Source: an optimization exercise on an open RTL-to-GDS flow (aim: small area, a short achievable clock period and few clock cycles per item). Production flows keep margins and buffers that such runs may drop.
In this exercise RTL edits were held to simulation tests only and were not proved equivalent to the original.
Power is estimated from default activity; no workload was simulated.

===== design.v =====
module nmx_sched_check (
    input  wire        lay_hi0,    
    input  wire [3:0]  lay_lo,     
    input  wire [7:0]  av_odd,     
    input  wire [4:0]  dneg,       
    input  wire        ch_bad,     
    input  wire        im_bad,     
    output reg         err,
    output reg  [2:0]  code,
    output reg  [2:0]  index,
    output wire [4:0]  vsel        
);
    wire lay_bad = ~lay_hi0 | (lay_lo == 4'd0) | (lay_lo > 4'd8);
    reg [7:0] below;               
    integer l, s;
    always @* begin
        for (l = 0; l < 8; l = l + 1)
            below[l] = (l < lay_lo);
    end
    wire [7:0] vbad = av_odd & below;
    always @* begin
        err   = 1'b1;
        code  = 3'd0;
        index = 3'd0;
        if (lay_bad) begin
            code = 3'd3;
        end else if (|vbad) begin
            code = 3'd0;
            for (l = 7; l >= 0; l = l - 1)
                if (vbad[l]) index = l;
        end else if (|dneg) begin
            code = 3'd1;
            for (s = 4; s >= 0; s = s - 1)
                if (dneg[s]) index = s;
        end else if (ch_bad) begin
            code = 3'd2;
        end else if (im_bad) begin
            code  = 3'd2;
            index = 3'd1;
        end else begin
            err = 1'b0;
        end
    end
    assign vsel = {code == 3'd2 &  index[0],
                   code == 3'd2 & ~index[0],
                   code == 3'd1,
                   code == 3'd0,
                   code == 3'd3};
endmodule
module nmx_sched (
    input  wire         clk,
    input  wire         rst,          
    input  wire         cfg_valid,
    output wire         cfg_ready,
    input  wire [159:0] dur,          
    input  wire [31:0]  chunks,
    input  wire [31:0]  images,
    input  wire [31:0]  layers,
    input  wire [15:0]  actv,
    output wire         ev_valid,
    input  wire         ev_ready,
    output wire [2:0]   ev_stage,
    output wire [3:0]   ev_layer,
    output wire [31:0]  ev_image,
    output wire [31:0]  ev_chunk,
    output wire [63:0]  ev_start,
    output wire [63:0]  ev_end,
    output wire         done,
    output wire         err,
    output wire [7:0]   err_code,
    output wire [31:0]  err_index,
    output wire [31:0]  err_value,
    output wire [31:0]  err_limit,
    output wire [31:0]  evcount
);
    localparam TW = 43;
    reg         q_lay_hi0;
    reg  [3:0]  q_lay_lo;
    reg  [7:0]  q_av_odd;
    reg  [4:0]  q_dneg;
    reg         q_ch_bad, q_im_bad;
    wire        f_err;
    wire [2:0]  f_code, f_index;
    wire [4:0]  vsel;
    integer i;
    nmx_sched_check u_check (
        .lay_hi0(q_lay_hi0), .lay_lo(q_lay_lo), .av_odd(q_av_odd), .dneg(q_dneg),
        .ch_bad(q_ch_bad), .im_bad(q_im_bad),
        .err(f_err), .code(f_code), .index(f_index), .vsel(vsel)
    );
    localparam [2:0] E_IDLE = 3'd0, E_INIT = 3'd1, E_P1 = 3'd2, E_MOVE = 3'd3,
                     E_P2 = 3'd4, E_CHK = 3'd5, E_RDY = 3'd6, E_HOLD = 3'd7;
    reg  [2:0]  eng;
    reg  [32:0] r1, r2;
    reg  [4:0]  ek;                   
    reg         ebit;                 
    reg         ok_r;                 
    reg  [4:0]  q_pc;                 
    reg  [2:0]  q_pcmsb;
    reg  [4:0]  q_immsb;              
    reg         c_err;
    reg  [2:0]  c_code, c_index;
    reg  [4:0]  c_vsel;
    wire        p1    = (eng == E_P1);
    wire        abit  = p1 ? q_pc[ek[2:0]] : ebit;
    wire        cin   = p1 & (ek == 5'd0);
    wire [33:0] esum  = {1'b0, r1[31:0], 1'b0} + {2'b0, r2[31:0] & {32{abit}}} + {33'd0, cin};
    wire        e_ovf = r1[32] | r1[31] | (abit & r2[32]) | esum[33] | esum[32];
    wire [32:0] r1_nx = {e_ovf, esum[31:0] | {32{e_ovf}}};
    wire [4:0]  ek_m1 = ek - 5'd1;
    wire        n_small = ~r1[32] & ~|r1[31:13] & ~(r1[12] & |r1[11:0]);
    reg  [4:0]  immsb;
    always @* begin
        immsb = 5'd0;
        for (i = 0; i < 32; i = i + 1)
            if (images[i]) immsb = i;
    end
    wire [4:0] pc_in = {layers[3:0], 1'b0} + {1'b0, layers[3:0]} + 5'd1;
    wire [2:0] pcmsb_in = pc_in[4] ? 3'd4 : pc_in[3] ? 3'd3 : 3'd2;
    reg [31:0] fval;
    always @* begin
        fval = ({32{c_vsel[0]}} & layers) | ({32{c_vsel[3]}} & chunks) | ({32{c_vsel[4]}} & images);
        for (i = 0; i < 5; i = i + 1)
            if (c_vsel[2] && c_index == i) fval = fval | dur[32*i +: 32];
        if (c_vsel[1]) fval = fval | {30'd0, 1'b1, actv[{c_index, 1'b0}]};
    end
    reg          slot_free;           
    reg          run_pend;            
    reg  [30:0]  d0_r, d1_r, d2_r, d3_r, d4_r;
    reg  [9:0]   ch_r, im_r;
    reg  [3:0]   ly_r;
    reg          ev_v;
    reg  [2:0]   stg;
    reg  [3:0]   lo;                  
    reg  [9:0]   chk;                 
    reg          is4;
    reg  [9:0]   img;
    reg          last_l, last_c, last_i;
    reg  [TW-1:0] ost, oen;
    reg  [TW-1:0] fr1, fr2, fr3, fr4, acc;
    reg  [4:0]   fv;                  
    reg  [4:0]   asel;                
    reg  [4:0]   dsel;                
    reg          bsel;                
    reg          done_r, err_r;
    reg  [2:0]   ecode, eidx;
    reg          lim_dc, lim0, lim3, lim12;    
    reg  [12:0]  evcnt;
    reg          rdy_r;
    wire out_idle = ~ev_v & ~run_pend;
    wire accept   = cfg_valid & rdy_r;
    reg          p_step;              
    reg  [4:0]   p_wr;                
    wire take     = ev_v & ev_ready;
    wire is_last  = is4 & last_i;
    wire step     = ev_ready & p_step;
    wire start    = run_pend & ~ev_v;
    wire load     = step | start;
    wire [TW-1:0] a = ({TW{asel[0]}} & acc) | ({TW{asel[1]}} & fr1) | ({TW{asel[2]}} & fr2) |
                      ({TW{asel[3]}} & fr3) | ({TW{asel[4]}} & fr4);
    wire [30:0] dd = ({31{dsel[0]}} & d0_r) | ({31{dsel[1]}} & d1_r) | ({31{dsel[2]}} & d2_r) |
                     ({31{dsel[3]}} & d3_r) | ({31{dsel[4]}} & d4_r);
    wire          use_a = ~bsel | (a >= oen);
    wire [TW-1:0] ea = a + {12'd0, dd};
    wire [TW-1:0] eb = oen + {12'd0, dd};
    wire [TW-1:0] nst_t = ({TW{use_a}} & a)  | ({TW{~use_a}} & oen);
    wire [TW-1:0] nen_t = ({TW{use_a}} & ea) | ({TW{~use_a}} & eb);
    reg [2:0] ns;
    always @* begin
        case (stg)
            3'd0: ns = 3'd1;
            3'd1: ns = 3'd2;
            3'd2: ns = 3'd3;
            3'd3: ns = !last_l ? 3'd1 : (!last_c ? 3'd0 : 3'd4);
            default: ns = 3'd0;
        endcase
        if (start) ns = 3'd0;
    end
    wire [2:0] lay   = lo[2:0] & {3{~lo[3]}};
    wire [2:0] lay_n = lay + 3'd1;
    wire [9:0] chk_n = chk + 10'd1;
    wire [9:0] img_n = img + 10'd1;
    reg  [3:0] lo_n;
    reg  [9:0] ck_n;
    reg  [9:0] im_n2;
    reg        ll_n, lc_n, li_n;
    always @* begin
        lo_n  = lo;
        ck_n  = chk;
        im_n2 = img;
        ll_n  = last_l;
        lc_n  = last_c;
        li_n  = last_i;
        if (start) begin
            lo_n  = 4'hF;
            ck_n  = 10'd0;
            im_n2 = 10'd0;
            ll_n  = (ly_r == 4'd1);
            lc_n  = (ch_r == 10'd1);
            li_n  = (im_r == 10'd1);
        end else begin
            case (stg)
                3'd0: lo_n = 4'd0;
                3'd3: begin
                    if (!last_l) begin
                        lo_n = {1'b0, lay_n};
                        ll_n = ({1'b0, lay_n} == ly_r - 4'd1);
                    end else begin
                        lo_n = 4'hF;
                        ll_n = (ly_r == 4'd1);
                        if (!last_c) begin
                            ck_n = chk_n;
                            lc_n = (chk_n == ch_r - 10'd1);
                        end else begin
                            ck_n = 10'h3FF;
                        end
                    end
                end
                3'd4: begin
                    ck_n  = 10'd0;
                    lc_n  = (ch_r == 10'd1);
                    im_n2 = img_n;
                    li_n  = (img_n == im_r - 10'd1);
                end
                default: ;
            endcase
        end
    end
    reg [2:0] ns2;
    always @* begin
        case (ns)
            3'd0: ns2 = 3'd1;
            3'd1: ns2 = 3'd2;
            3'd2: ns2 = 3'd3;
            3'd3: ns2 = !ll_n ? 3'd1 : (!lc_n ? 3'd0 : 3'd4);
            default: ns2 = 3'd0;
        endcase
    end
    wire [4:0] wr_n = start ? 5'd0 :
                      {stg == 3'd4, stg == 3'd3, stg == 3'd2, stg == 3'd1,
                       stg == 3'd1 && lay == 3'd0};
    wire [4:0] fv_n   = start ? 5'd0 : (fv | wr_n);
    wire [4:0] oh2    = {ns2 == 3'd4, ns2 == 3'd3, ns2 == 3'd2, ns2 == 3'd1, ns2 == 3'd0};
    wire       last_n = (ns == 3'd4) & li_n;
    reg  [2:0] eng_n;
    reg        slot_n, pend_n, evv_n;
    always @* begin
        eng_n = eng;
        case (eng)
            E_IDLE:  if (cfg_valid) eng_n = E_INIT;
            E_INIT:  eng_n = E_P1;
            E_P1:    if (ek == 5'd0) eng_n = E_MOVE;
            E_MOVE:  eng_n = E_P2;
            E_P2:    if (ek == 5'd0) eng_n = E_CHK;
            E_CHK:   eng_n = E_RDY;
            E_RDY:   if (accept) eng_n = E_HOLD;
            default: if (start || !run_pend) eng_n = cfg_valid ? E_INIT : E_IDLE;
        endcase
        slot_n = slot_free;
        pend_n = run_pend;
        evv_n  = ev_v;
        if (accept && ok_r) begin
            slot_n = 1'b0;
            pend_n = 1'b1;
        end
        if (start) begin
            pend_n = 1'b0;
            evv_n  = 1'b1;
        end
        if (take && is_last) evv_n = 1'b0;
        if (step && last_n) slot_n = 1'b1;    
    end
    wire [2:0] stg_x  = load ? ns : stg;
    wire [3:0] lo_x   = load ? lo_n : lo;
    wire       last_x = load ? ((ns == 3'd4) & li_n) : is_last;
    wire       pstep_n = ~rst & evv_n & ~last_x;
    wire [4:0] pwr_n  = {5{pstep_n}} & {stg_x == 3'd4, stg_x == 3'd3, stg_x == 3'd2, stg_x == 3'd1,
                                        (stg_x == 3'd1) & (lo_x[2:0] == 3'd0)};
    wire ok_n  = (eng == E_CHK) ? (~c_err & n_small) : ok_r;
    wire rdy_n = (eng_n == E_RDY) & (ok_n ? slot_n : (~evv_n & ~pend_n));
    always @(posedge clk) begin
        q_lay_hi0 <= ~|layers[31:4];
        q_lay_lo  <= layers[3:0];
        q_av_odd  <= {actv[15], actv[13], actv[11], actv[9], actv[7], actv[5], actv[3], actv[1]};
        q_dneg    <= {dur[159], dur[127], dur[95], dur[63], dur[31]};
        q_ch_bad  <= chunks[31] | ~|chunks;
        q_im_bad  <= images[31] | ~|images;
        if (slot_free) begin
            d0_r <= dur[30:0];
            d1_r <= dur[62:32];
            d2_r <= dur[94:64];
            d3_r <= dur[126:96];
            d4_r <= dur[158:128];
            ch_r <= chunks[9:0];
            im_r <= images[9:0];
            ly_r <= layers[3:0];
        end
        q_pc    <= pc_in;
        q_pcmsb <= pcmsb_in;
        q_immsb <= immsb;
        c_err   <= f_err;
        c_code  <= f_code;
        c_index <= f_index;
        c_vsel  <= vsel;
        case (eng)
            E_INIT: begin
                r1 <= 33'd0;
                r2 <= {1'b0, chunks};
                ek <= {2'd0, q_pcmsb};
            end
            E_P1, E_P2: begin
                r1   <= r1_nx;
                ek   <= ek_m1;
                ebit <= images[ek_m1];
            end
            E_MOVE: begin
                r2   <= r1;
                r1   <= 33'd0;
                ek   <= q_immsb;
                ebit <= images[q_immsb];
            end
            E_CHK: if (c_err) r1 <= {1'b0, fval};
            default: ;
        endcase
        ok_r <= ok_n;
        if (accept) begin
            ecode   <= c_err ? c_code : 3'd4;
            eidx    <= c_err ? c_index : 3'd0;
            lim0    <= c_err & (c_code != 3'd3);
            lim3    <= c_err & (c_code != 3'd0);
            lim12   <= ~c_err | (c_code == 3'd1) | (c_code == 3'd2);
            lim_dc  <= c_err & ((c_code == 3'd1) | (c_code == 3'd2));
        end
        if (load) begin
            ost    <= nst_t;
            oen    <= nen_t;
            stg    <= ns;
            is4    <= (ns == 3'd4);
            lo     <= lo_n;
            chk    <= ck_n;
            img    <= im_n2;
            last_l <= ll_n;
            last_c <= lc_n;
            last_i <= li_n;
            fv     <= fv_n;
            asel   <= last_n ? 5'd0 : (oh2 & fv_n);
            dsel   <= last_n ? 5'd1 : oh2;
            bsel   <= ~last_n & (ns2 != 3'd0);
        end
        if (start) evcnt <= r1[12:0];
        if (ev_ready & p_wr[1]) fr1 <= oen;
        if (ev_ready & p_wr[2]) fr2 <= oen;
        if (ev_ready & p_wr[3]) fr3 <= oen;
        if (ev_ready & p_wr[4]) fr4 <= oen;
        if (ev_ready & p_wr[0]) acc <= ost;
        p_step <= pstep_n;
        p_wr   <= pwr_n;
        if (rst) begin
            eng       <= E_IDLE;
            slot_free <= 1'b1;
            run_pend  <= 1'b0;
            ev_v      <= 1'b0;
            done_r    <= 1'b0;
            rdy_r     <= 1'b0;
            asel      <= 5'd0;
            dsel      <= 5'd1;
            bsel      <= 1'b0;
        end else begin
            eng       <= eng_n;
            slot_free <= slot_n;
            run_pend  <= pend_n;
            ev_v      <= evv_n;
            rdy_r     <= rdy_n;
            done_r    <= (accept & ~ok_r) | (take & is_last);
            if (accept & ~ok_r) err_r <= 1'b1;
            if (take & is_last) err_r <= 1'b0;
        end
    end
    assign cfg_ready = rdy_r;
    assign ev_valid  = ev_v;
    assign ev_stage  = stg;
    assign ev_layer  = lo;
    assign ev_image  = {22'd0, img};
    assign ev_chunk  = {{22{is4}}, chk};
    assign ev_start  = {{(64-TW){1'b0}}, ost};
    assign ev_end    = {{(64-TW){1'b0}}, oen};
    assign done      = done_r;
    assign err       = err_r;
    assign err_code  = {5'b00010, ecode};
    assign err_index = {29'd0, eidx};
    assign err_value = r1[31:0];
    assign err_limit = {1'b0, {18{lim_dc}}, lim12, {8{lim_dc}}, lim3, {2{lim_dc}}, lim0};
    assign evcount   = {19'd0, evcnt};
endmodule

===== flow/run.sh =====
#!/bin/bash
# The standard layout (the standard.sh: ORFS synthesis to finish), with
# two changes to how it is made: timing repair aims for 11.5 ns of setup
# slack against the unchanged 16 ns clock, and the port buffers are buf_2
# cells. make's full output goes to flow_make.log in this folder.
set -uo pipefail
bash standard.sh SETUP_SLACK_MARGIN=11.5 "BUFFER_PORTS_ARGS=-buffer_cell sky130_fd_sc_hd__buf_2" finish > flow_make.log 2>&1
status=$?
tail -5 flow_make.log
exit $status

===== standard.sh =====
#!/bin/bash
# synth_recipe.tcl (not shown) runs the flow's synth.tcl, then flattens the netlist and writes it again
# the make line also repeats each setting of config.mk as NAME=value (left out here)
make -C /OpenROAD-flow-scripts/flow DESIGN_CONFIG=/design/flow/config.mk WORK_HOME=/design/flow/orfs CLKGATE_MAP_FILE= SYNTH_SCRIPT=/design/flow/synth_recipe.tcl "${@:-finish}"

===== config.mk =====
export PLATFORM = sky130hd
export DESIGN_NAME = nmx_sched
export DESIGN_NICKNAME = nmx_sched
export VERILOG_FILES = /design/flow/design.v
export SDC_FILE = /design/flow/constraint.sdc
export NUM_CORES = 4
export LEC_CHECK = 0
export CAP_MARGIN = 20
export CORE_MARGIN = 2
export CORE_UTILIZATION = 40
export PLACE_DENSITY = 0.6
export SLEW_MARGIN = 20

===== constraint.sdc =====
create_clock -name core_clock -period 16.0 [get_ports {clk}]
set_input_delay 3.2000 -clock core_clock [delete_from_list [all_inputs] [get_ports {clk}]]
set_output_delay 3.2000 -clock core_clock [all_outputs]
set_load 0.01 [all_outputs]

==> reports/summary.txt, run 1 <==
status: no timing/DRC/antenna violations
Initial DRC Count: 3,322
Finish-stage setup viols: 0
Syn-to-layout area delta: 19.6%
Hold Crit Class: reg -> reg
WL per Instance: 26.6 um
most frequent cells in the layout: 606 x edfxtp_1, 464 x buf_2, 307 x nand2_1
vias post-DR: 28,754
Num CTS Buffers: 80
P_leak: 17.5 nW
CP Launch Type: flop
Die Area: 92,700 um2
hold path startpoint: ost[38]
DRC Markers: 0
Final #Nets: 4,131
IO Pins: 615
Post-synth EDFFs: 606
Total GRT Usage: 0.274
critical-path cell list: buf_6, buf_2
register area share after synthesis: 0.546
Vias/cell: 5.81
power per cell area: 101 nW/um2
layout cells sized above 1: 0.244
HPWL after DPL: 92.3 mm
Port Buffer Count: 496
max_cap viols: 0
Final Non-Filler Cells: 4,951
Synth async-reset ratio: 0
Worst EP arrival: 1.44 ns
R2R setup slack: 11.54 ns
FF-to-FF path depth: 18
Worst-path clk slew: 0.06 ns
Synth top area share: 0.504
RD Place Congestion: 0.952
Syn Area/Cell: 11.4 um2
Pre-antenna DRT Iters: 8
synth warn: 2
Post-Synthesis Cells: 3,165
largest vdd supply drop: 77.9 uV
vias in the first global route: 27,546
Worst Skew: 0.0477 ns
Req. time, crit path: 12.80 ns
Rows: 110
Hold Path Sink: acc[38]
Seq cells post-synth: 682
Final Cycle Share: 0.290
CP Class: reg -> out
f_max: 216 MHz
largest net degree at the start of global routing: 96
worst-case clock buffer depth: 3
remaining antenna violation count: 0
Critical Path Fanout Max: 14
Initial Util: 0.402
worst-margin pin slew: 1.13 ns
Max stage delay cell, worst path: edfxtp_1
Total Power: 4.37 mW
Synth area leader: edfxtp_1
Die Wd: 304 um
Post-Route WL: 132 mm
Final Hold Viols: 0
area of the core: 89,700 um2
RSZ-0062 raised after global routing: yes
GRT overflow: 0
Worst path max stage delay: 0.46 ns
H-tree Lvls: 3
# fillers: 8,244
Worst R2R Start: ek[0]
clock latency (worst-skew pair): 0.65 ns
Tmin final: 4.64 ns
worst reg2reg endpoint: r1[23]
Sink Count: 682
commonest non-fill, non-tap cell in the layout: edfxtp_1
Post-Syn Area: 36,100 um2
final design instance area without fill: 43,200 um2
Setup TNS Final: 0 ns
placed cells: 4,657
predominant post-synthesis flop cell: edfxtp_1
crit path capture type: output port
hold path cells: 0
Die Y: 304 um
TritonCTS clock tree: yes
fin. max-slew vios: 0
top cells by area, synth: edfxtp_1 50%, ha_1 5.4%, buf_4 4.2%
placed standard-cell area: 38,800 um2
Max-slew headroom: 0.244
first-pass GRT wire length: 187 mm
Unique masters post-synth: 78
initial antenna violation count: 29
Root Driver: clkbuf_16
==> report_power, final <==
group	leakage [nW]	switching (mW)	total (mW)	internal (mW)
combinational	9.46	0.305	0.517	0.212
sequential	6.71	0.0301	2.01	1.98
clock	1.29	0.775	1.85	1.08
==> synthesized netlist by cell type, types with 7 or more instances <==
library cell  number
or3_1              9
nand3_1           53
a211oi_1          17
o31ai_1            7
a21oi_1          147
mux4_2            11
buf_1              7
dfxtp_1           76
o21a_1            24
nor4_1            38
xor2_1            72
a221o_1            8
nand4_1           66
o22ai_1            8
a21o_1            54
mux2i_1           17
o21bai_1          20
o211ai_1          11
a222oi_1         103
mux2_2            37
xnor2_1           94
a221oi_1          12
nand2_1          312
nand2b_1          24
edfxtp_1         606
nor2_1           147
ha_1             157
a31oi_1           24
nor2b_1           54
inv_1            115
and2_1            18
buf_4            203
a22o_1             7
o21ai_1           18
a22oi_1          130
o21ai_0          145
clkbuf_1         124
nor3_1            76
and3_1            19
==> layout make-up <==
type	instances	area (um2)	area share
antenna	17	42.5	0.000986
clock buffer	107	2240	0.0519
clock inverter	39	414	0.00959
inverter	116	440	0.0102
multi-input combinational	2150	14700	0.341
sequential	682	19700	0.457
tap	1176	1470	0.0341
timing repair buffer	664	4070	0.0944
==> sequential cells by signal, summed over array words and instances, names as in the netlist, 33 cells and up <==
name  cells
fr2      43
oen      43
r2       33
ost      43
fr3      43
acc      43
fr1      43
r1       33
fr4      43
==> layer usage <==
metal | track usage | vias to the layer above | wire (um) | share of wire
met4 | 0.115 | 18 | 6170 | 0.047
met5 | 0 | - | 125 | 0.00095
li1 | - | 12853 | - | -
met2 | 0.445 | 1497 | 61500 | 0.47
met3 | 0.0507 | 310 | 11600 | 0.088
met1 | 0.359 | 14076 | 52500 | 0.40
==> critical path, delay by kind of cell, from the launching register on <==
kind	cells	cell delay, ns
flip-flops	1	0.46
buffers and inverters	2	0.33
==> per-stage QoR <==
step / hold slack, ns / utilization / worst slack [ns]
6_report: 0.451 / 0.481 / 11.36
5_1_grt: 0.468 / 0.481 / 11.31
4_1_cts: 0.449 / 0.475 / 11.36
3_5_place_dp: 0.436 / 0.433 / 10.55
3_3_place_gp: 0.431 / 0.433 / 10.59
2_1_floorplan: 0.437 / - / 11.38
==> cells by family after synthesis <==
kind of cell / count (synthesis) / share of synthesized area
multiplexers: 65 / 0.0231
other: 2 / 0.000208
XOR/XNOR: 166 / 0.0403
buffers and inverters: 452 / 0.0684
AND/OR/NAND/NOR: 858 / 0.115
AO/OA/AOI/OAI: 779 / 0.151
adder cells (fa/ha/maj): 161 / 0.0566
flip-flops: 682 / 0.546
==> how the worst max path moves through the flow <==
stage,slack (ns),depth (start not counted),endpoint,startpoint
final,11.36,2,err_limit[28],lim_dc
after global routing,11.31,2,err_limit[1],lim_dc
after CTS,11.36,2,err_limit[28],lim_dc
after detailed placement,10.55,4,ost[32],ev_ready
after global placement,10.59,4,ost[31],ev_ready
after floorplan,11.38,7,rdy_r,ev_ready
==> timing repair <==
item / 4_1_cts / 5_1_grt
hold buffers: 0 / 0
setup endpoints to repair: 302 / 258
cloned: 4 / 1
resized for setup: 82 / 60
buffers inserted: 101 / 25
pin swaps: 6 / 32
Testbench counts, summed over its fixed seeds: cycles 15,466, events 15,023.
==> run 2, diff against run 1 <==
--- a/design.v
+++ b/design.v
@@ -38,7 +38,8 @@
             code  = 3'd2;
             index = 3'd1;
         end else begin
-            err = 1'b0;
+            err  = 1'b0;
+            code = 3'd4;               
         end
     end
     assign vsel = {code == 3'd2 &  index[0],
@@ -88,19 +89,19 @@
         .ch_bad(q_ch_bad), .im_bad(q_im_bad),
         .err(f_err), .code(f_code), .index(f_index), .vsel(vsel)
     );
-    localparam [2:0] E_IDLE = 3'd0, E_INIT = 3'd1, E_P1 = 3'd2, E_MOVE = 3'd3,
-                     E_P2 = 3'd4, E_CHK = 3'd5, E_RDY = 3'd6, E_HOLD = 3'd7;
+    localparam [2:0] E_IDLE = 3'd0, E_P1 = 3'd2, E_P2 = 3'd4, E_CHK = 3'd5,
+                     E_RDY = 3'd6, E_HOLD = 3'd7;
     reg  [2:0]  eng;
     reg  [32:0] r1, r2;
     reg  [4:0]  ek;                   
     reg         ebit;                 
     reg         ok_r;                 
     reg  [4:0]  q_pc;                 
-    reg  [2:0]  q_pcmsb;
     reg  [4:0]  q_immsb;              
     reg         c_err;
     reg  [2:0]  c_code, c_index;
     reg  [4:0]  c_vsel;
+    reg         c_lim0, c_lim3, c_lim12, c_limdc;    
     wire        p1    = (eng == E_P1);
     wire        abit  = p1 ? q_pc[ek[2:0]] : ebit;
     wire        cin   = p1 & (ek == 5'd0);
@@ -116,7 +117,7 @@
             if (images[i]) immsb = i;
     end
     wire [4:0] pc_in = {layers[3:0], 1'b0} + {1'b0, layers[3:0]} + 5'd1;
-    wire [2:0] pcmsb_in = pc_in[4] ? 3'd4 : pc_in[3] ? 3'd3 : 3'd2;
+    wire [2:0] pcmsb_in = pc_in[4] ? 3'd4 : pc_in[3] ? 3'd3 : pc_in[2] ? 3'd2 : pc_in[1] ? 3'd1 : 3'd0;
     reg [31:0] fval;
     always @* begin
         fval = ({32{c_vsel[0]}} & layers) | ({32{c_vsel[3]}} & chunks) | ({32{c_vsel[4]}} & images);
@@ -143,8 +144,6 @@
     reg  [4:0]   dsel;                
     reg          bsel;                
     reg          done_r, err_r;
-    reg  [2:0]   ecode, eidx;
-    reg          lim_dc, lim0, lim3, lim12;    
     reg  [12:0]  evcnt;
     reg          rdy_r;
     wire out_idle = ~ev_v & ~run_pend;
@@ -242,20 +241,20 @@
     wire [4:0] fv_n   = start ? 5'd0 : (fv | wr_n);
     wire [4:0] oh2    = {ns2 == 3'd4, ns2 == 3'd3, ns2 == 3'd2, ns2 == 3'd1, ns2 == 3'd0};
     wire       last_n = (ns == 3'd4) & li_n;
+    wire e_init = cfg_valid & ((eng == E_IDLE) | ((eng == E_HOLD) & (start | ~run_pend)));
     reg  [2:0] eng_n;
     reg        slot_n, pend_n, evv_n;
     always @* begin
         eng_n = eng;
         case (eng)
-            E_IDLE:  if (cfg_valid) eng_n = E_INIT;
-            E_INIT:  eng_n = E_P1;
-            E_P1:    if (ek == 5'd0) eng_n = E_MOVE;
-            E_MOVE:  eng_n = E_P2;
+            E_P1:    if (ek == 5'd0) eng_n = E_P2;
             E_P2:    if (ek == 5'd0) eng_n = E_CHK;
             E_CHK:   eng_n = E_RDY;
             E_RDY:   if (accept) eng_n = E_HOLD;
-            default: if (start || !run_pend) eng_n = cfg_valid ? E_INIT : E_IDLE;
+            E_HOLD:  if (start || !run_pend) eng_n = E_IDLE;
+            default: ;
         endcase
+        if (e_init) eng_n = E_P1;
         slot_n = slot_free;
         pend_n = run_pend;
         evv_n  = ev_v;
@@ -296,41 +295,41 @@
             ly_r <= layers[3:0];
         end
         q_pc    <= pc_in;
-        q_pcmsb <= pcmsb_in;
         q_immsb <= immsb;
         c_err   <= f_err;
         c_code  <= f_code;
         c_index <= f_index;
         c_vsel  <= vsel;
+        c_lim0  <= f_err & (f_code != 3'd3);
+        c_lim3  <= f_err & (f_code != 3'd0);
+        c_lim12 <= ~f_err | (f_code == 3'd1) | (f_code == 3'd2);
+        c_limdc <= f_err & ((f_code == 3'd1) | (f_code == 3'd2));
         case (eng)
-            E_INIT: begin
-                r1 <= 33'd0;
-                r2 <= {1'b0, chunks};
-                ek <= {2'd0, q_pcmsb};
+            E_P1: begin
+                if (ek == 5'd0) begin
+                    r2   <= r1_nx;
+                    r1   <= 33'd0;
+                    ek   <= q_immsb;
+                    ebit <= images[q_immsb];
+                end else begin
+                    r1 <= r1_nx;
+                    ek <= ek_m1;
+                end
             end
-            E_P1, E_P2: begin
+            E_P2: begin
                 r1   <= r1_nx;
                 ek   <= ek_m1;
                 ebit <= images[ek_m1];
             end
-            E_MOVE: begin
-                r2   <= r1;
-                r1   <= 33'd0;
-                ek   <= q_immsb;
-                ebit <= images[q_immsb];
-            end
             E_CHK: if (c_err) r1 <= {1'b0, fval};
             default: ;
         endcase
-        ok_r <= ok_n;
-        if (accept) begin
-            ecode   <= c_err ? c_code : 3'd4;
-            eidx    <= c_err ? c_index : 3'd0;
-            lim0    <= c_err & (c_code != 3'd3);
-            lim3    <= c_err & (c_code != 3'd0);
-            lim12   <= ~c_err | (c_code == 3'd1) | (c_code == 3'd2);
-            lim_dc  <= c_err & ((c_code == 3'd1) | (c_code == 3'd2));
+        if (e_init) begin
+            r1 <= 33'd0;
+            r2 <= {1'b0, chunks};
+            ek <= {2'd0, pcmsb_in};
         end
+        ok_r <= ok_n;
         if (load) begin
             ost    <= nst_t;
             oen    <= nen_t;
@@ -386,9 +385,9 @@
     assign ev_end    = {{(64-TW){1'b0}}, oen};
     assign done      = done_r;
     assign err       = err_r;
-    assign err_code  = {5'b00010, ecode};
-    assign err_index = {29'd0, eidx};
+    assign err_code  = {5'b00010, c_code};
+    assign err_index = {29'd0, c_index};
     assign err_value = r1[31:0];
-    assign err_limit = {1'b0, {18{lim_dc}}, lim12, {8{lim_dc}}, lim3, {2{lim_dc}}, lim0};
+    assign err_limit = {1'b0, {18{c_limdc}}, c_lim12, {8{c_limdc}}, c_lim3, {2{c_limdc}}, c_lim0};
     assign evcount   = {19'd0, evcnt};
 endmodule
==> run 2 against run 1 <==
Net effect:
- combinational power increased to 2.9 times the previous value
- clock-buffer cell count decreased by 20
- hold slack got worse by 0.0028 ns
- maximum frequency increased by 1.4%
- critical path depth unchanged
- sequential cell count decreased by 8
- critical endpoint unchanged
- largest cell class unchanged
- highest routed layer unchanged
==> reports/summary.txt, run 2 <==
IO Pins: 615
synth warn: 2
Vias/cell: 5.80
Max-slew headroom: 0.242
Post-Synth Simple-Gate Area: 0.115
Final Hold Viols: 0
Initial Util: 0.405
Unique masters post-synth: 86
DP Worst Slack: 10.37 ns
Synth top cells by count: 560 x edfxtp_1, 257 x nand2_1, 232 x nor2_1
PnR worst setup slack: 11.43 ns
xor-xnor portion of the synthesized cell area: 0.0392
first-pass GRT wire length: 185 mm
GRT overflow: 0
remaining antenna violation count: 0
Synth top area share: 0.470
Worst EP arrival: 1.37 ns
DRC Markers: 0
max_cap viols: 0
Die Y: 303 um
Critical Path End: err_limit[28]
FF-to-FF path depth: 15
RD Place Congestion: 0.992
multiplexer share of the synthesized area: 0.0145
Seq cells post-synth: 674
Final Cycle Share: 0.286
post-synthesis adder-cell area fraction: 0.0554
CP Launch Type: flop
Pre-antenna DRT Iters: 8
net load switching power: 1.76 mW
Clk pwr share: 0.338
RSZ-0062 raised after global routing: yes
fin. max-slew vios: 0
Post-synth EDFFs: 560
Worst R2R Start: asel[1]
initial antenna violation count: 28
power per cell area: 130 nW/um2
Worst-path clk slew: 0.06 ns
placed cells: 4,710
most frequent cell after synthesis: edfxtp_1
area of the core: 88,500 um2
Post-Synthesis Cells: 3,221
M2 GR Usage: 0.441
Int Pwr: 3.80 mW
worst-margin pin slew: 1.14 ns
commonest non-fill, non-tap cell in the layout: edfxtp_1
vias in the first global route: 27,249
Tmin final: 4.57 ns
Root Driver: clkbuf_16
Die Wd: 303 um
Die Area: 91,900 um2
Synth Area in Compound Gates: 0.173
Port Buffer Count: 496
Syn-to-layout area delta: 19.8%
Rows: 109
final design instance area without fill: 42,900 um2
Flop pwr share: 0.390
Worst Skew: 0.0264 ns
H-tree Lvls: 3
register area share after synthesis: 0.533
Post-Syn Area: 35,800 um2
# fillers: 8,059
met1 Usage GRT: 0.360
vias post-DR: 28,754
Final Util: 0.485
Sink Count: 674
Num CTS Buffers: 76
R2R setup slack: 11.64 ns
crit path capture type: output port
final hold slack: 0.448 ns
WL per Instance: 26.4 um
Comb pwr share: 0.271
worst-case clock buffer depth: 3
Final Non-Filler Cells: 4,958
largest net degree at the start of global routing: 76
Final #Nets: 4,148
Total Power: 5.56 mW
placed standard-cell area: 38,600 um2
clock latency (worst-skew pair): 0.64 ns
TritonCTS clock tree: yes
Most Used Layer, Global Route: met2
Finish-stage setup viols: 0
layout cells sized above 1: 0.236
f_max: 219 MHz
Hold Crit Class: reg -> reg
predominant post-synthesis flop cell: edfxtp_1
Critical Path Fanout Max: 7
HPWL after DPL: 93.2 mm
Synth area leader: edfxtp_1
largest vdd supply drop: 87.4 uV
Synth async-reset ratio: 0
status: no timing/DRC/antenna violations
top cells by area, synth: edfxtp_1 47%, dfxtp_1 6.4%, ha_1 5.3%
CP Class: reg -> out
P_leak: 17.2 nW
crit path from: c_limdc
largest family of logic cells by synthesized area: compound AO/OA/AOI/OAI gates
GR Layer Usage met3: 0.0538
Req. time, crit path: 12.80 ns
worst reg2reg endpoint: oen[35]
cts hold-fix bufs: 0
Syn Area/Cell: 11.1 um2
Initial DRC Count: 3,345
Total GRT Usage: 0.276
Setup TNS Final: 0 ns
most frequent cells in the layout: 560 x edfxtp_1, 456 x buf_2, 255 x nand2_1
Net Sw Frac: 0.317
Post-Route WL: 131 mm
## run 2: cell count changes after synthesis, sizes merged, moves of 21 or more
cell / delta
a41oi: +21
edfxtp: -46
nand2: -55
o21ai: -44
nand4: -39
mux2: -29
a21oi: +52
dfxtp: +38
nor2: +87
a31oi: +60
## run 2: power by group through the flow
stage	logic, mW	registers [mW]	clock network [mW]
after floorplan	1.02	2.14	0
after global placement	1.33	2.19	0
after detailed placement	1.33	2.19	0
after CTS	1.45	2.16	1.91
after global routing	1.64	2.18	1.97
final	1.51	2.17	1.88
## run 2: layout make-up
cell class / count / area (um2) / area share
clock buffer: 87 / 1990 / 0.0465
clock inverter: 53 / 669 / 0.0156
inverter: 118 / 447 / 0.0104
timing repair buffer: 637 / 4150 / 0.0968
multi-input combinational: 2209 / 15000 / 0.349
sequential: 674 / 19200 / 0.447
antenna: 15 / 37.5 / 0.000875
tap: 1165 / 1460 / 0.0340
## run 2: worst max-delay path: stages (launching register included)
cell and delay (ns):
dfxtp_4 0.43, clkbuf_16 0.18, buf_2 0.13
## run 2: timing repair
item                                    CTS  global route
cloned                                    7             1
endpoints found under the setup margin  331           268
pin swaps                                10            21
resized for setup                       114            56
setup buffers                            70            15
endpoints found under the hold margin     0             0
## run 2: worst min-delay path by stage
| stage | startpoint | end | slack [ns] | cells after the start |
|---|---|---|---|---|
| finish | ost[29] | acc[29] | 0.45 | 0 |
| global route | ost[6] | acc[6] | 0.46 | 0 |
| CTS | ost[4] | acc[4] | 0.45 | 0 |
| detailed placement | ost[10] | acc[10] | 0.43 | 0 |
| floorplan | bsel | bsel | 0.47 | 2 |
| global placement | ost[9] | acc[9] | 0.43 | 0 |
## run 2: cell families after synthesis
family	Yosys count
AO/OA/AOI/OAI	883
AND/OR/NAND/NOR	857
flip-flops	674
buffers and inverters	454
XOR/XNOR	158
adder cells (fa/ha/maj)	156
multiplexers	37
other	2
## run 2: per-layer routing
metal	routed length, um	vias up	part of all wire
li1	-	13079	-
met1	51300	13892	0.39
met2	60500	1488	0.46
met3	12400	279	0.095
met4	6670	16	0.051
met5	115	-	0.00088
Testbench counts of run 2, summed over its fixed seeds: cycles 15,431, events 15,023.
==> run 3, diff against run 2 <==
--- a/design.v
+++ b/design.v
@@ -103,19 +103,22 @@
     reg  [4:0]  c_vsel;
     reg         c_lim0, c_lim3, c_lim12, c_limdc;    
     wire        p1    = (eng == E_P1);
-    wire        abit  = p1 ? q_pc[ek[2:0]] : ebit;
+    wire        abit  = ebit;
     wire        cin   = p1 & (ek == 5'd0);
     wire [33:0] esum  = {1'b0, r1[31:0], 1'b0} + {2'b0, r2[31:0] & {32{abit}}} + {33'd0, cin};
     wire        e_ovf = r1[32] | r1[31] | (abit & r2[32]) | esum[33] | esum[32];
     wire [32:0] r1_nx = {e_ovf, esum[31:0] | {32{e_ovf}}};
     wire [4:0]  ek_m1 = ek - 5'd1;
     wire        n_small = ~r1[32] & ~|r1[31:13] & ~(r1[12] & |r1[11:0]);
-    reg  [4:0]  immsb;
+    reg  [7:0]  q_nz;
+    reg  [2:0]  nib;
     always @* begin
-        immsb = 5'd0;
-        for (i = 0; i < 32; i = i + 1)
-            if (images[i]) immsb = i;
+        nib = 3'd0;
+        for (i = 0; i < 8; i = i + 1)
+            if (q_nz[i]) nib = i;
     end
+    wire [3:0] nibv = images[{nib, 2'b00} +: 4];
+    wire [4:0] immsb = {nib, nibv[3] ? 2'd3 : nibv[2] ? 2'd2 : nibv[1] ? 2'd1 : 2'd0};
     wire [4:0] pc_in = {layers[3:0], 1'b0} + {1'b0, layers[3:0]} + 5'd1;
     wire [2:0] pcmsb_in = pc_in[4] ? 3'd4 : pc_in[3] ? 3'd3 : pc_in[2] ? 3'd2 : pc_in[1] ? 3'd1 : 3'd0;
     reg [31:0] fval;
@@ -269,12 +272,9 @@
         if (take && is_last) evv_n = 1'b0;
         if (step && last_n) slot_n = 1'b1;    
     end
-    wire [2:0] stg_x  = load ? ns : stg;
-    wire [3:0] lo_x   = load ? lo_n : lo;
-    wire       last_x = load ? ((ns == 3'd4) & li_n) : is_last;
-    wire       pstep_n = ~rst & evv_n & ~last_x;
-    wire [4:0] pwr_n  = {5{pstep_n}} & {stg_x == 3'd4, stg_x == 3'd3, stg_x == 3'd2, stg_x == 3'd1,
-                                        (stg_x == 3'd1) & (lo_x[2:0] == 3'd0)};
+    wire       pstep_l = ~((ns == 3'd4) & li_n);
+    wire [4:0] pwr_l   = {5{pstep_l}} & {ns == 3'd4, ns == 3'd3, ns == 3'd2, ns == 3'd1,
+                                         (ns == 3'd1) & (lo_n[2:0] == 3'd0)};
     wire ok_n  = (eng == E_CHK) ? (~c_err & n_small) : ok_r;
     wire rdy_n = (eng_n == E_RDY) & (ok_n ? slot_n : (~evv_n & ~pend_n));
     always @(posedge clk) begin
@@ -296,6 +296,8 @@
         end
         q_pc    <= pc_in;
         q_immsb <= immsb;
+        for (i = 0; i < 8; i = i + 1)
+            q_nz[i] <= |images[4*i +: 4];
         c_err   <= f_err;
         c_code  <= f_code;
         c_index <= f_index;
@@ -312,8 +314,9 @@
                     ek   <= q_immsb;
                     ebit <= images[q_immsb];
                 end else begin
-                    r1 <= r1_nx;
-                    ek <= ek_m1;
+                    r1   <= r1_nx;
+                    ek   <= ek_m1;
+                    ebit <= q_pc[ek_m1[2:0]];
                 end
             end
             E_P2: begin
@@ -325,9 +328,10 @@
             default: ;
         endcase
         if (e_init) begin
-            r1 <= 33'd0;
-            r2 <= {1'b0, chunks};
-            ek <= {2'd0, pcmsb_in};
+            r1   <= 33'd0;
+            r2   <= {1'b0, chunks};
+            ek   <= {2'd0, pcmsb_in};
+            ebit <= 1'b1;                 
         end
         ok_r <= ok_n;
         if (load) begin
@@ -352,8 +356,13 @@
         if (ev_ready & p_wr[3]) fr3 <= oen;
         if (ev_ready & p_wr[4]) fr4 <= oen;
         if (ev_ready & p_wr[0]) acc <= ost;
-        p_step <= pstep_n;
-        p_wr   <= pwr_n;
+        if (rst) begin
+            p_step <= 1'b0;
+            p_wr   <= 5'd0;
+        end else if (load) begin
+            p_step <= pstep_l;
+            p_wr   <= pwr_l;
+        end
         if (rst) begin
             eng       <= E_IDLE;
             slot_free <= 1'b1;
==> flow/run.sh (replaced) <==
#!/bin/bash
set -uo pipefail
bash standard.sh SETUP_SLACK_MARGIN=11.5 "BUFFER_PORTS_ARGS=-buffer_cell sky130_fd_sc_hd__buf_1" finish > flow_make.log 2>&1
status=$?
tail -5 flow_make.log
exit $status
--- a/config.mk
+++ b/config.mk
@@ -7,6 +7,6 @@
 export LEC_CHECK = 0
 export CAP_MARGIN = 20
 export CORE_MARGIN = 2
-export CORE_UTILIZATION = 40
-export PLACE_DENSITY = 0.6
+export CORE_UTILIZATION = 60
+export PLACE_DENSITY = 0.75
 export SLEW_MARGIN = 20
==> run 3 against run 2 <==
Net effect:
- still clean on timing, DRC and antenna
- core utilization rose by 20 points
- clock-buffer cell count increased by 8
- clock power shrank 7%
- sequential share of layout area up 2.4 points
- clock skew shrank 0.0026 ns
- critical path type unchanged
==> reports/summary.txt, run 3 <==
initial antenna violation count: 20
Synth Area in Compound Gates: 0.167
Hold Crit Class: reg -> reg
Initial DRC Count: 4,370
Final Hold Viols: 0
Sink Count: 681
H-tree Lvls: 3
Die Y: 250 um
crit path capture type: output port
Tmin final: 4.54 ns
area of the core: 60,000 um2
Req. time, crit path: 12.80 ns
PnR worst setup slack: 11.46 ns
synth warn: 2
Max-slew headroom: 0.242
P_leak: 15.5 nW
HPWL after DPL: 86.5 mm
most frequent cell after synthesis: edfxtp_1
vias post-DR: 29,885
layout cells sized above 1: 0.0997
worst-margin pin slew: 1.14 ns
Port Buffer Count: 496
f_max: 220 MHz
Total GRT Usage: 0.383
top cells by area, synth: edfxtp_1 47%, dfxtp_1 6.4%, ha_1 5.3%
vias in the first global route: 28,554
Die Area: 62,300 um2
Synth top cells by count: 565 x edfxtp_1, 278 x nand2_1, 217 x nor2_1
fin. max-slew vios: 0
Worst EP arrival: 1.34 ns
Finish-stage setup viols: 0
Post-Route WL: 123 mm
placed cells: 4,339
WL per Instance: 27.0 um
largest vdd supply drop: 92.7 uV
IO Pins: 615
post-synthesis adder-cell area fraction: 0.0551
Post-synth EDFFs: 565
worst-case clock buffer depth: 3
Initial Util: 0.603
largest net degree at the start of global routing: 95
Post-Synthesis Cells: 3,254
Worst-path clk slew: 0.06 ns
Num CTS Buffers: 72
Vias/cell: 6.56
Critical Path Fanout Max: 12
CP Launch Type: flop
status: no timing/DRC/antenna violations
remaining antenna violation count: 0
Synth async-reset ratio: 0
most frequent cells in the layout: 565 x edfxtp_1, 461 x buf_1, 277 x nand2_1
Synth top area share: 0.469
GRT overflow: 0
largest family of logic cells by synthesized area: compound AO/OA/AOI/OAI gates
Rows: 90
Syn-to-layout area delta: 13.5%
Seq cells post-synth: 681
multiplexer share of the synthesized area: 0.0233
DP Worst Slack: 9.98 ns
Pre-antenna DRT Iters: 11
Die Wd: 250 um
Post-Syn Area: 36,200 um2
Final #Nets: 4,136
Setup TNS Final: 0 ns
max_cap viols: 0
Syn Area/Cell: 11.1 um2
Synth area leader: edfxtp_1
TritonCTS clock tree: yes
register area share after synthesis: 0.533
RSZ-0062 raised after global routing: yes
Final Cycle Share: 0.284
xor-xnor portion of the synthesized cell area: 0.0382
Unique masters post-synth: 85
Worst Skew: 0.0238 ns
power per cell area: 123 nW/um2
CP Class: reg -> out
RD Place Congestion: 1.02
commonest non-fill, non-tap cell in the layout: edfxtp_1
predominant post-synthesis flop cell: edfxtp_1
Root Driver: clkbuf_16
Post-Synth Simple-Gate Area: 0.115
first-pass GRT wire length: 179 mm
DRC Markers: 0
Final Non-Filler Cells: 4,557
clock latency (worst-skew pair): 0.62 ns
## run 3: per-layer routing
metal	GRT usage	share of wire	routed length, um	vias up
met2	0.600	0.46	56700	2089
met1	0.507	0.37	45700	14405
met3	0.0721	0.11	13700	336
li1	-	-	-	13047
met5	0	0.00033	41	-
met4	0.206	0.055	6720	8
## run 3: path summary, 6_finish.rpt
kind / startpoint / endpoint / slack, ns / cells past startpoint
setup / recovery: is4 / ev_chunk[16] / 11.46 / 2
hold / removal: q_lay_hi0 / c_code[1] / 0.42 / 1
setup reg to reg: asel[0] / oen[27] / 11.60 / 13
hold reg to reg: q_lay_hi0 / c_code[1] / 0.42 / 1
## run 3: stage by stage
step                power (mW)  hold WS, ns   util  cell area (um2)
floorplan                 3.00        0.368      -            36700
global placement          3.25        0.409  0.630            37800
detailed placement        3.28        0.409  0.630            37800
CTS                       5.02        0.420  0.680            40800
global route              5.25        0.423  0.685            41100
finish                    5.06        0.419  0.685            41100
## run 3: critical path: stages (launching register included)
cell,delay [ns]
edfxtp_1,0.43
buf_6,0.17
buf_1,0.13
## run 3: area by class of cell
type,count,area (um2)
sequential,681,19300
fill,4528,18900
multi-input combinational,2235,15100
timing repair buffer,604,2780
clock buffer,95,1980
tap,782,978
clock inverter,38,482
inverter,107,405
antenna,13,32.5
timing repair inverter,2,15.0
## run 3: cell families after synthesis
logic type,count (synthesis)
other cells,2
flops,681
compound gates,879
buf+inv,455
xor+xnor,158
simple gates,875
mux,47
fa+ha+maj,157
## run 3: repair_timing
action	CTS	global route
endpoints found under the hold margin	0	0
hold buffers	0	0
pin swaps	1	7
gates cloned	2	1
resized for setup	42	58
setup buffers	61	8
setup endpoints to repair	346	121
## run 3: where the power goes
group	leakage [nW]	internal (mW)	total (mW)	switching (mW)
sequential	6.38	2.06	2.17	0.115
clock	1.17	1.02	1.75	0.732
combinational	7.94	0.442	1.14	0.699
Testbench counts of run 3, summed over its fixed seeds: cycles 15,431, events 15,023.
==> run 4, diff against run 3 <==
--- a/config.mk
+++ b/config.mk
@@ -8,5 +8,7 @@
 export CAP_MARGIN = 20
 export CORE_MARGIN = 2
 export CORE_UTILIZATION = 60
+export CTS_CLUSTER_DIAMETER = 60
+export CTS_CLUSTER_SIZE = 25
 export PLACE_DENSITY = 0.75
 export SLEW_MARGIN = 20
==> run 4 against run 3 <==
Net effect:
- still clean
- critical path type unchanged
- first-iteration DRC count down 0.85%
- worst setup slack better by 0.017 ns
- synthesized area unchanged
- core utilization down 1.1 points
- global-route usage down 0.11 points
- sequential share of layout area up 0.76 points
- cell count down 0.97%
- largest power group unchanged
- sequential cell count unchanged
- combinational power about the same
==> reports/summary.txt, run 4 <==
status: no timing/DRC/antenna violations
GRT overflow: 0
placed standard-cell area: 37,800 um2
Final Cycle Share: 0.283
Post-synth EDFFs: 565
Unique masters post-synth: 85
multi-input logic area: 15,100 um2
Synth top area share: 0.469
HPWL after DPL: 86.5 mm
DRC Markers: 0
R2R setup slack: 11.51 ns
Synth async-reset ratio: 0
Worst R2R Start: ek[0]
Seq cells post-synth: 681
Die Wd: 250 um
P_leak: 15.2 nW
Total Power: 4.66 mW
vias post-DR: 29,604
multiplexer share of the synthesized area: 0.0233
clock latency (worst-skew pair): 0.63 ns
power per cell area: 115 nW/um2
crit path from: is4
CP Class: reg -> out
final hold slack: 0.438 ns
xor-xnor portion of the synthesized cell area: 0.0382
Die Area: 62,300 um2
first-pass GRT wire length: 178 mm
Post-Route WL: 122 mm
most frequent cells in the layout: 565 x edfxtp_1, 450 x buf_1, 277 x nand2_1
Worst EP arrival: 1.32 ns
worst-margin pin slew: 1.12 ns
Hold Crit Class: reg -> reg
hold path startpoint: q_lay_hi0
Initial Util: 0.603
WL per Instance: 27.1 um
register area share after synthesis: 0.533
Syn-to-layout area delta: 11.8%
Port Buffer Count: 496
largest family of logic cells by synthesized area: compound AO/OA/AOI/OAI gates
H-tree Lvls: 2
largest vdd supply drop: 108 uV
post-synthesis adder-cell area fraction: 0.0551
RSZ-0062 raised after global routing: yes
Final #Nets: 4,113
Critical Path Fanout Max: 12
Max-slew headroom: 0.250
Total GRT Usage: 0.381
Num CTS Buffers: 47
TritonCTS clock tree: yes
Post-Syn Area: 36,200 um2
Initial DRC Count: 4,333
worst-case clock buffer depth: 3
max_cap viols: 0
Post-Synthesis Cells: 3,254
RD Place Congestion: 1.02
final design instance area without fill: 40,500 um2
f_max: 221 MHz
most frequent cell after synthesis: edfxtp_1
Pre-antenna DRT Iters: 8
Finish-stage setup viols: 0
CP Launch Type: flop
synth warn: 2
Synth Area in Compound Gates: 0.167
Storage cell area: 19,300 um2
area of the core: 60,000 um2
largest net degree at the start of global routing: 95
# fillers: 4,620
remaining antenna violation count: 0
layout cells sized above 1: 0.0955
Tmin final: 4.52 ns
Synth area leader: edfxtp_1
initial antenna violation count: 21
vias in the first global route: 28,294
Final Hold Viols: 0
IO Pins: 615
Post-Synth Simple-Gate Area: 0.115
Setup TNS Final: 0 ns
Final Util: 0.674
predominant post-synthesis flop cell: edfxtp_1
fin. max-slew vios: 0
Worst-path clk slew: 0.09 ns
Syn Area/Cell: 11.1 um2
Die Y: 250 um
Worst Skew: 0.0320 ns
commonest non-fill, non-tap cell in the layout: edfxtp_1
crit path capture type: output port
Synth top cells by count: 565 x edfxtp_1, 278 x nand2_1, 217 x nor2_1
Req. time, crit path: 12.80 ns
Rows: 90
Sink Count: 681
top cells by area, synth: edfxtp_1 47%, dfxtp_1 6.4%, ha_1 5.3%
Vias/cell: 6.56
Root Driver: clkbuf_16
-- run 4: layout make-up --
class / instances / area share
diodes: 15 / 0.000928
clock buffers: 52 / 0.0306
clock inverters: 33 / 0.0117
inverters: 107 / 0.0100
multi-input cells: 2235 / 0.372
flip-flops and latches: 681 / 0.478
well taps: 782 / 0.0242
repair buffers: 606 / 0.0720
repair inverters: 2 / 0.000371
-- run 4: layer usage --
metal | track usage | part of all wire
met3 | 0.0775 | 0.11
met4 | 0.200 | 0.055
met1 | 0.500 | 0.37
met2 | 0.602 | 0.46
met5 | 0 | 0.00050
-- run 4: timing repair --
action                     CTS  global route
hold buffers                 0             0
resized for setup           65            65
buffers inserted            58            12
setup endpoints to repair  355           153
cloned                       3             1
pin swaps                    2             6
-- run 4: path summary, 6_finish.rpt --
path | depth (start not counted) | end
setup reg to reg | 17 | r2[22]
hold reg to reg | 1 | c_code[1]
setup / recovery | 2 | ev_chunk[16]
hold / removal | 1 | c_code[1]
-- run 4: report_power, final --
part           total (mW)  internal [mW]  switching [mW]  leakage [nW]
clock                1.34          0.638           0.707         0.820
combinational        1.15          0.443           0.702          8.02
sequential           2.17           2.05           0.115          6.38
-- run 4: metrics by stage --
stage,setup slack (ns),instances
after floorplan,10.51,3370
after global placement,10.07,4339
after detailed placement,9.98,4339
after CTS,11.36,4485
after global routing,11.30,4510
final,11.48,4513
-- run 4: cells by family after synthesis --
family	count (synthesis)
adders and majority gates	157
DFF	681
xor gates and xnor gates	158
AOI/OAI and AO/OA	879
and+or+nand+nor	875
other	2
buffers and inverters	455
muxes	47
-- run 4: critical path, stage by stage (launching register included) --
cell	delay [ns]
edfxtp_1	0.42
buf_6	0.16
buf_1	0.13
==> run 5, diff against run 4 <==
--- a/design.v
+++ b/design.v
@@ -101,7 +101,8 @@
     reg         c_err;
     reg  [2:0]  c_code, c_index;
     reg  [4:0]  c_vsel;
-    reg         c_lim0, c_lim3, c_lim12, c_limdc;    
+    reg         c_lim0, c_lim3, c_lim12;    
+    reg         c_limdc, c_limdc2;          
     wire        p1    = (eng == E_P1);
     wire        abit  = ebit;
     wire        cin   = p1 & (ek == 5'd0);
@@ -306,6 +307,7 @@
         c_lim3  <= f_err & (f_code != 3'd0);
         c_lim12 <= ~f_err | (f_code == 3'd1) | (f_code == 3'd2);
         c_limdc <= f_err & ((f_code == 3'd1) | (f_code == 3'd2));
+        c_limdc2 <= |vsel[4:2] & f_err;
         case (eng)
             E_P1: begin
                 if (ek == 5'd0) begin
@@ -389,7 +391,7 @@
     assign ev_stage  = stg;
     assign ev_layer  = lo;
     assign ev_image  = {22'd0, img};
-    assign ev_chunk  = {{22{is4}}, chk};
+    assign ev_chunk  = {{11{stg[2]}}, {11{is4}}, chk};    
     assign ev_start  = {{(64-TW){1'b0}}, ost};
     assign ev_end    = {{(64-TW){1'b0}}, oen};
     assign done      = done_r;
@@ -397,6 +399,6 @@
     assign err_code  = {5'b00010, c_code};
     assign err_index = {29'd0, c_index};
     assign err_value = r1[31:0];
-    assign err_limit = {1'b0, {18{c_limdc}}, c_lim12, {8{c_limdc}}, c_lim3, {2{c_limdc}}, c_lim0};
+    assign err_limit = {1'b0, {18{c_limdc2}}, c_lim12, {8{c_limdc}}, c_lim3, {2{c_limdc}}, c_lim0};
     assign evcount   = {19'd0, evcnt};
 endmodule
==> run 5 against run 4 <==
Net effect:
- still clean
- die area grew 0.47%
- sequential share of layout area down 0.50 points
- hold slack improved by 0.015 ns
- sequential cell count unchanged
- non-clock buffer count is 20 higher
- critical path depth did not move
- critical path type unchanged
- maximum frequency is 0.75% lower
- clock skew is 0.0053 ns higher
==> reports/summary.txt, run 5 <==
cts hold-fix bufs: 0
Post-Syn Area: 36,400 um2
WL per Instance: 27.1 um
GRT overflow: 0
Worst-path clk slew: 0.09 ns
vias post-DR: 29,565
Synth async-reset ratio: 0
Critical Path Fanout Max: 10
fin. max-slew vios: 0
Syn Area/Cell: 11.2 um2
Post-Synthesis Cells: 3,237
critical-path cell list: buf_6, buf_2
hold path cells: 0
Initial Util: 0.605
P_leak: 15.3 nW
final design instance area without fill: 40,900 um2
area of the core: 60,100 um2
Vias/cell: 6.54
CP Class: reg -> out
f_max: 219 MHz
top cells by area, synth: edfxtp_1 47%, dfxtp_1 6.4%, ha_1 5.3%
Worst EP arrival: 1.36 ns
worst-case clock buffer depth: 3
most frequent cells in the layout: 565 x edfxtp_1, 442 x buf_1, 251 x nor2_1
Initial DRC Count: 4,174
Flop pwr share: 0.435
clock latency (worst-skew pair): 0.64 ns
IO Pins: 615
largest net degree at the start of global routing: 86
most frequent cell after synthesis: edfxtp_1
Syn-to-layout area delta: 12.4%
remaining antenna violation count: 0
net load switching power: 1.73 mW
predominant post-synthesis flop cell: edfxtp_1
initial antenna violation count: 13
Clk pwr share: 0.267
Setup TNS Final: 0 ns
Synth area leader: edfxtp_1
placed standard-cell area: 38,000 um2
Net Sw Frac: 0.346
commonest non-fill, non-tap cell in the layout: edfxtp_1
Max-slew headroom: 0.230
RD Place Congestion: 0.997
Synth top area share: 0.466
Int Pwr: 3.26 mW
Unique masters post-synth: 96
Die Y: 250 um
Seq cells post-synth: 681
vias in the first global route: 28,440
Max stage delay cell, worst path: edfxtp_1
Final Hold Viols: 0
worst-margin pin slew: 1.15 ns
Final Cycle Share: 0.285
HPWL after DPL: 86.8 mm
Worst Skew: 0.0373 ns
Pre-antenna DRT Iters: 10
Total GRT Usage: 0.376
layout cells sized above 1: 0.106
first-pass GRT wire length: 178 mm
largest vdd supply drop: 99.0 uV
Post-synth EDFFs: 565
Port Buffer Count: 496
DRC Markers: 0
Synth top cells by count: 565 x edfxtp_1, 253 x nor2_1, 239 x a21oi_1
Post-Route WL: 122 mm
CP Launch Type: flop
register area share after synthesis: 0.530
FF-to-FF path depth: 14
Comb pwr share: 0.297
crit path capture type: output port
status: no timing/DRC/antenna violations
power per cell area: 122 nW/um2
Req. time, crit path: 12.80 ns
Rows: 90
Worst path max stage delay: 0.43 ns
Final #Nets: 4,119
RSZ-0062 raised after global routing: yes
Finish-stage setup viols: 0
Sink Count: 681
max_cap viols: 0
Num CTS Buffers: 46
Tmin final: 4.56 ns
H-tree Lvls: 2
Die Area: 62,600 um2
Hold Crit Class: reg -> reg
synth warn: 2
Die Wd: 250 um
TritonCTS clock tree: yes
Root Driver: clkbuf_16
[run 5: cell count changes after synthesis, sizes merged, moves of 11 or more]
cell	before	now
nor3	74	51
a21oi	205	240
clkbuf	138	119
buf	210	229
o21a	14	26
nand3	65	54
o21ai	162	115
o22ai	12	24
nand2	278	236
a211oi	30	14
nor2	217	253
[run 5: critical path: cells and delay by family (launching register included)]
family / cells / cell delay [ns]
flip-flops: 1 / 0.43
buffers and inverters: 2 / 0.30
[run 5: timing repair]
item,4_1_cts,5_1_grt
resized for setup,74,77
gates cloned,5,4
setup buffers,67,17
endpoints found under the setup margin,349,244
pin swaps,5,6
[run 5: layout make-up]
| type | count | area, um2 |
|---|---|---|
| diodes | 13 | 32.5 |
| multi-input cells | 2219 | 15300 |
| clock buffers | 49 | 1200 |
| fillers | 4605 | 19200 |
| repair inverters | 3 | 22.5 |
| inverters | 109 | 413 |
| flip-flops and latches | 681 | 19300 |
| repair buffers | 626 | 3170 |
| well taps | 782 | 978 |
| clock inverters | 36 | 473 |
[run 5: final timing paths]
| kind | start | end | slack, ns |
|---|---|---|---|
| worst min-delay path | ost[37] | acc[37] | 0.45 |
| worst min register to register | ost[37] | acc[37] | 0.45 |
| worst max register to register | dsel[1] | oen[42] | 11.57 |
| worst max-delay path | stg[2] | ev_chunk[31] | 11.44 |
[run 5: cells by family after synthesis]
family	synth area share
AO/OA/AOI/OAI	0.169
XOR/XNOR	0.0392
adder cells (fa/ha/maj)	0.0548
buffers and inverters	0.0688
flip-flops	0.530
multiplexers	0.0245
other	0.000206
AND/OR/NAND/NOR	0.113
[run 5: power by group through the flow]
stage	clock network [mW]	logic, mW	registers [mW]
final	1.33	1.48	2.17
after detailed placement	0	1.39	2.20
after global placement	0	1.37	2.20
after CTS	1.34	1.42	2.16
after global routing	1.40	1.61	2.18
after floorplan	0	1.10	2.15
[run 5: metrics by stage]
step	power [mW]	utilization	setup slack, ns	hold WS, ns	cells
detailed placement	3.59	0.632	9.90	0.434	4327
floorplan	3.24	-	10.36	0.427	3353
global route	5.19	0.680	11.40	0.459	4512
CTS	4.92	0.672	11.42	0.454	4484
global placement	3.57	0.632	10.03	0.436	4326
finish	4.99	0.680	11.44	0.453	4518
[run 5: metal layers]
layer | share of wire | GRT usage | wire length [um]
met5 | 0.00034 | 0 | 41
met4 | 0.053 | 0.183 | 6490
met3 | 0.11 | 0.0748 | 13400
met2 | 0.48 | 0.619 | 58500
met1 | 0.36 | 0.479 | 44000
Testbench counts of run 5, summed over its fixed seeds: cycles 15,431, events 15,023.
==> run 6, diff against run 5 <==
--- a/design.v
+++ b/design.v
@@ -108,7 +108,10 @@
     wire        cin   = p1 & (ek == 5'd0);
     wire [33:0] esum  = {1'b0, r1[31:0], 1'b0} + {2'b0, r2[31:0] & {32{abit}}} + {33'd0, cin};
     wire        e_ovf = r1[32] | r1[31] | (abit & r2[32]) | esum[33] | esum[32];
-    wire [32:0] r1_nx = {e_ovf, esum[31:0] | {32{e_ovf}}};
+    wire [32:0] r1_nx = {e_ovf, esum[31:0]};    
+    wire        p1_last = p1 & (ek == 5'd0);
+    wire [4:0]  e_idx = p1_last ? q_immsb : ek_m1;
+    wire        e_imb = images[e_idx];
     wire [4:0]  ek_m1 = ek - 5'd1;
     wire        n_small = ~r1[32] & ~|r1[31:13] & ~(r1[12] & |r1[11:0]);
     reg  [7:0]  q_nz;
@@ -314,7 +317,7 @@
                     r2   <= r1_nx;
                     r1   <= 33'd0;
                     ek   <= q_immsb;
-                    ebit <= images[q_immsb];
+                    ebit <= e_imb;
                 end else begin
                     r1   <= r1_nx;
                     ek   <= ek_m1;
@@ -324,9 +327,9 @@
             E_P2: begin
                 r1   <= r1_nx;
                 ek   <= ek_m1;
-                ebit <= images[ek_m1];
+                ebit <= e_imb;
             end
-            E_CHK: if (c_err) r1 <= {1'b0, fval};
+            E_CHK: r1 <= c_err ? {1'b0, fval} : {r1[32], r1[31:0] | {32{r1[32]}}};
             default: ;
         endcase
         if (e_init) begin
==> run 6 against run 5 <==
Net effect:
- total power down 9.2%
- sequential share of layout area up 0.68 points
- first-iteration DRC count down 7.5%
- clock power about the same
- cell count up 0.24%
==> reports/summary.txt, run 6 <==
worst-margin pin slew: 1.13 ns
Max stage delay cell, worst path: edfxtp_1
Comb pwr share: 0.233
CP Class: reg -> out
Post-Synthesis Cells: 3,252
commonest non-fill, non-tap cell in the layout: edfxtp_1
power per cell area: 112 nW/um2
Finish-stage setup viols: 0
Final #Nets: 4,133
Die Area: 61,800 um2
Initial DRC Count: 3,860
Worst path max stage delay: 0.44 ns
Initial Util: 0.608
Synth top area share: 0.472
Worst EP arrival: 1.35 ns
Worst Skew: 0.0375 ns
Synth Area in Compound Gates: 0.158
top cells by area, synth: edfxtp_1 47%, dfxtp_1 6.5%, ha_1 5.3%
worst-case clock buffer depth: 3
vias in the first global route: 28,014
Port Buffer Count: 496
Total GRT Usage: 0.380
area of the core: 59,100 um2
worst reg2reg endpoint: oen[41]
Tmin final: 4.55 ns
Max-slew headroom: 0.246
FF-to-FF path depth: 15
most frequent cells in the layout: 565 x edfxtp_1, 455 x buf_1, 301 x nand2_1
Synth area leader: edfxtp_1
predominant post-synthesis flop cell: edfxtp_1
Worst-path clk slew: 0.09 ns
HPWL after DPL: 85.8 mm
multiplexer share of the synthesized area: 0.0210
Rows: 89
crit path from: is4
largest net degree at the start of global routing: 87
Final Cycle Share: 0.284
register area share after synthesis: 0.537
vias post-DR: 29,438
max_cap viols: 0
DRC Markers: 0
Sink Count: 681
status: no timing/DRC/antenna violations
Int Pwr: 3.08 mW
RD Place Congestion: 1.05
Buf/Inv on CP: 2
layout cells sized above 1: 0.0944
Synth async-reset ratio: 0
synth warn: 2
Flop pwr share: 0.472
Req. time, crit path: 12.80 ns
Post-Synth Simple-Gate Area: 0.120
Num CTS Buffers: 47
Die Y: 249 um
CP Launch Type: flop
largest vdd supply drop: 119 uV
IO Pins: 615
xor-xnor portion of the synthesized cell area: 0.0407
Final Hold Viols: 0
Net Sw Frac: 0.321
Post-Syn Area: 35,900 um2
crit path capture type: output port
clock latency (worst-skew pair): 0.64 ns
Critical Path End: ev_chunk[18]
DP Worst Slack: 9.91 ns
initial antenna violation count: 24
Syn-to-layout area delta: 12.2%
RSZ-0062 raised after global routing: yes
Hold Crit Class: reg -> reg
TritonCTS clock tree: yes
Unique masters post-synth: 77
Vias/cell: 6.50
PnR worst setup slack: 11.45 ns
first-pass GRT wire length: 177 mm
P_leak: 15.3 nW
H-tree Lvls: 2
Setup TNS Final: 0 ns
WL per Instance: 26.8 um
critical-path cell list: buf_12, buf_1
net load switching power: 1.45 mW
Post-Route WL: 121 mm
Total Power: 4.53 mW
f_max: 220 MHz
Crit path max-delay family: flip-flops
R2R setup slack: 11.64 ns
Worst R2R Start: dsel[0]
Synth top cells by count: 565 x edfxtp_1, 303 x nand2_1, 243 x a21oi_1
most frequent cell after synthesis: edfxtp_1
Root Driver: clkbuf_16
Syn Area/Cell: 11.0 um2
post-synthesis adder-cell area fraction: 0.0555
Levels on crit path: 2
Critical Path Fanout Max: 11
Clk pwr share: 0.294
largest family of logic cells by synthesized area: compound AO/OA/AOI/OAI gates
fin. max-slew vios: 0
Post-synth EDFFs: 565
# fillers: 4,516
Pre-antenna DRT Iters: 25
Die Wd: 249 um
remaining antenna violation count: 0
GRT overflow: 0
Seq cells post-synth: 681
==> run 6: cells by family after synthesis <==
group / after synthesis
AOI/OAI and AO/OA: 837
buffers and inverters: 443
and+or+nand+nor: 913
xor gates and xnor gates: 167
DFF: 681
muxes: 52
adders and majority gates: 157
other: 2
==> run 6: worst min-delay path by stage <==
stage	start	to	slack (ns)	cells after the start
global placement	q_lay_hi0	c_code[1]	0.42	1
floorplan	q_lay_hi0	c_code[1]	0.37	1
detailed placement	q_lay_hi0	c_code[1]	0.42	1
global route	q_lay_hi0	c_code[1]	0.44	1
CTS	q_lay_hi0	c_code[1]	0.44	1
finish	q_lay_hi0	c_code[1]	0.44	1
==> run 6: per-layer routing <==
metal / up-vias / part of all wire / global-route usage
li1: 12898 / - / -
met1: 14140 / 0.36 / 0.484
met2: 2054 / 0.48 / 0.631
met3: 338 / 0.11 / 0.0696
met4: 8 / 0.053 / 0.186
met5: - / 0.00041 / 0
==> run 6: layout make-up <==
class | instances | area [um2] | share of cell area
multi-input cells | 2246 | 14900 | 0.370
clock buffers | 54 | 1290 | 0.0321
inverters | 106 | 402 | 0.00996
flip-flops and latches | 681 | 19300 | 0.480
diodes | 18 | 45.0 | 0.00112
repair buffers | 615 | 2930 | 0.0726
clock inverters | 33 | 398 | 0.00987
repair inverters | 3 | 22.5 | 0.000559
well taps | 773 | 967 | 0.0240
==> run 6: stage by stage <==
| step | std cells | util | hold slack [ns] | area (um2) |
|---|---|---|---|---|
| after CTS | 4497 | 0.675 | 0.442 | 39900 |
| after detailed placement | 4346 | 0.636 | 0.423 | 37600 |
| final | 4529 | 0.682 | 0.441 | 40300 |
| after global routing | 4526 | 0.682 | 0.438 | 40300 |
| after global placement | 4346 | 0.636 | 0.420 | 37600 |
| after floorplan | 3368 | - | 0.368 | 36400 |
==> run 6: power groups by stage <==
stage               Clock, mW  Sequential, mW  Combinational, mW
detailed placement          0            2.17               1.00
floorplan                   0            2.12              0.784
finish                   1.33            2.14               1.06
CTS                      1.34            2.13               1.02
global placement            0            2.16              0.979
global route             1.40            2.14               1.14
==> run 6: repair_timing <==
item	4_1_cts	5_1_grt
pin swaps	5	12
hold endpoints to repair	0	0
cloned	5	0
setup endpoints to repair	285	192
hold buffers	0	0
setup buffers	59	14
gates resized for setup	79	51
Testbench counts of run 6, summed over its fixed seeds: cycles 15,431, events 15,023.

[static timing again, ports no longer ideal]
The flow's constraints put no driver on any port. The routed layouts listed below were extracted and timed again, unchanged, in two steps. Step 1 (the two cells are an assumption about what drives the block):
set clk [get_ports {clk}]
set_driving_cell -lib_cell sky130_fd_sc_hd__clkbuf_16 $clk
set_driving_cell -lib_cell sky130_fd_sc_hd__buf_2 [delete_from_list [all_inputs] $clk]
Step 2 moves the port delays by t, midway between the first and last clock arrival at a register: inputs arrive t later, outputs are due t later. That takes back most of the time a late clock gives input paths. a / b / c = ideal / step 1 / step 2; a / b = the first two.
run	shift t [ns]	slack for setup (ns)	cell pins on the clock port's net
run 1	0.690	11.361 / 11.296 / 10.868	1
run 2	0.700	11.426 / 11.359 / 10.856	1
run 3	0.679	11.460 / 11.393 / 10.903	1
run 4	0.682	11.478 / 11.409 / 10.876	1
run 5	0.690	11.444 / 11.376 / 10.893	1
run 6	0.681	11.454 / 11.391 / 10.966	1
After both steps setup and hold are still met in every run listed. For run 4, which loses most, drivers alone change the setup slack by -0.069 ns; drivers and shift together by -0.602 ns.
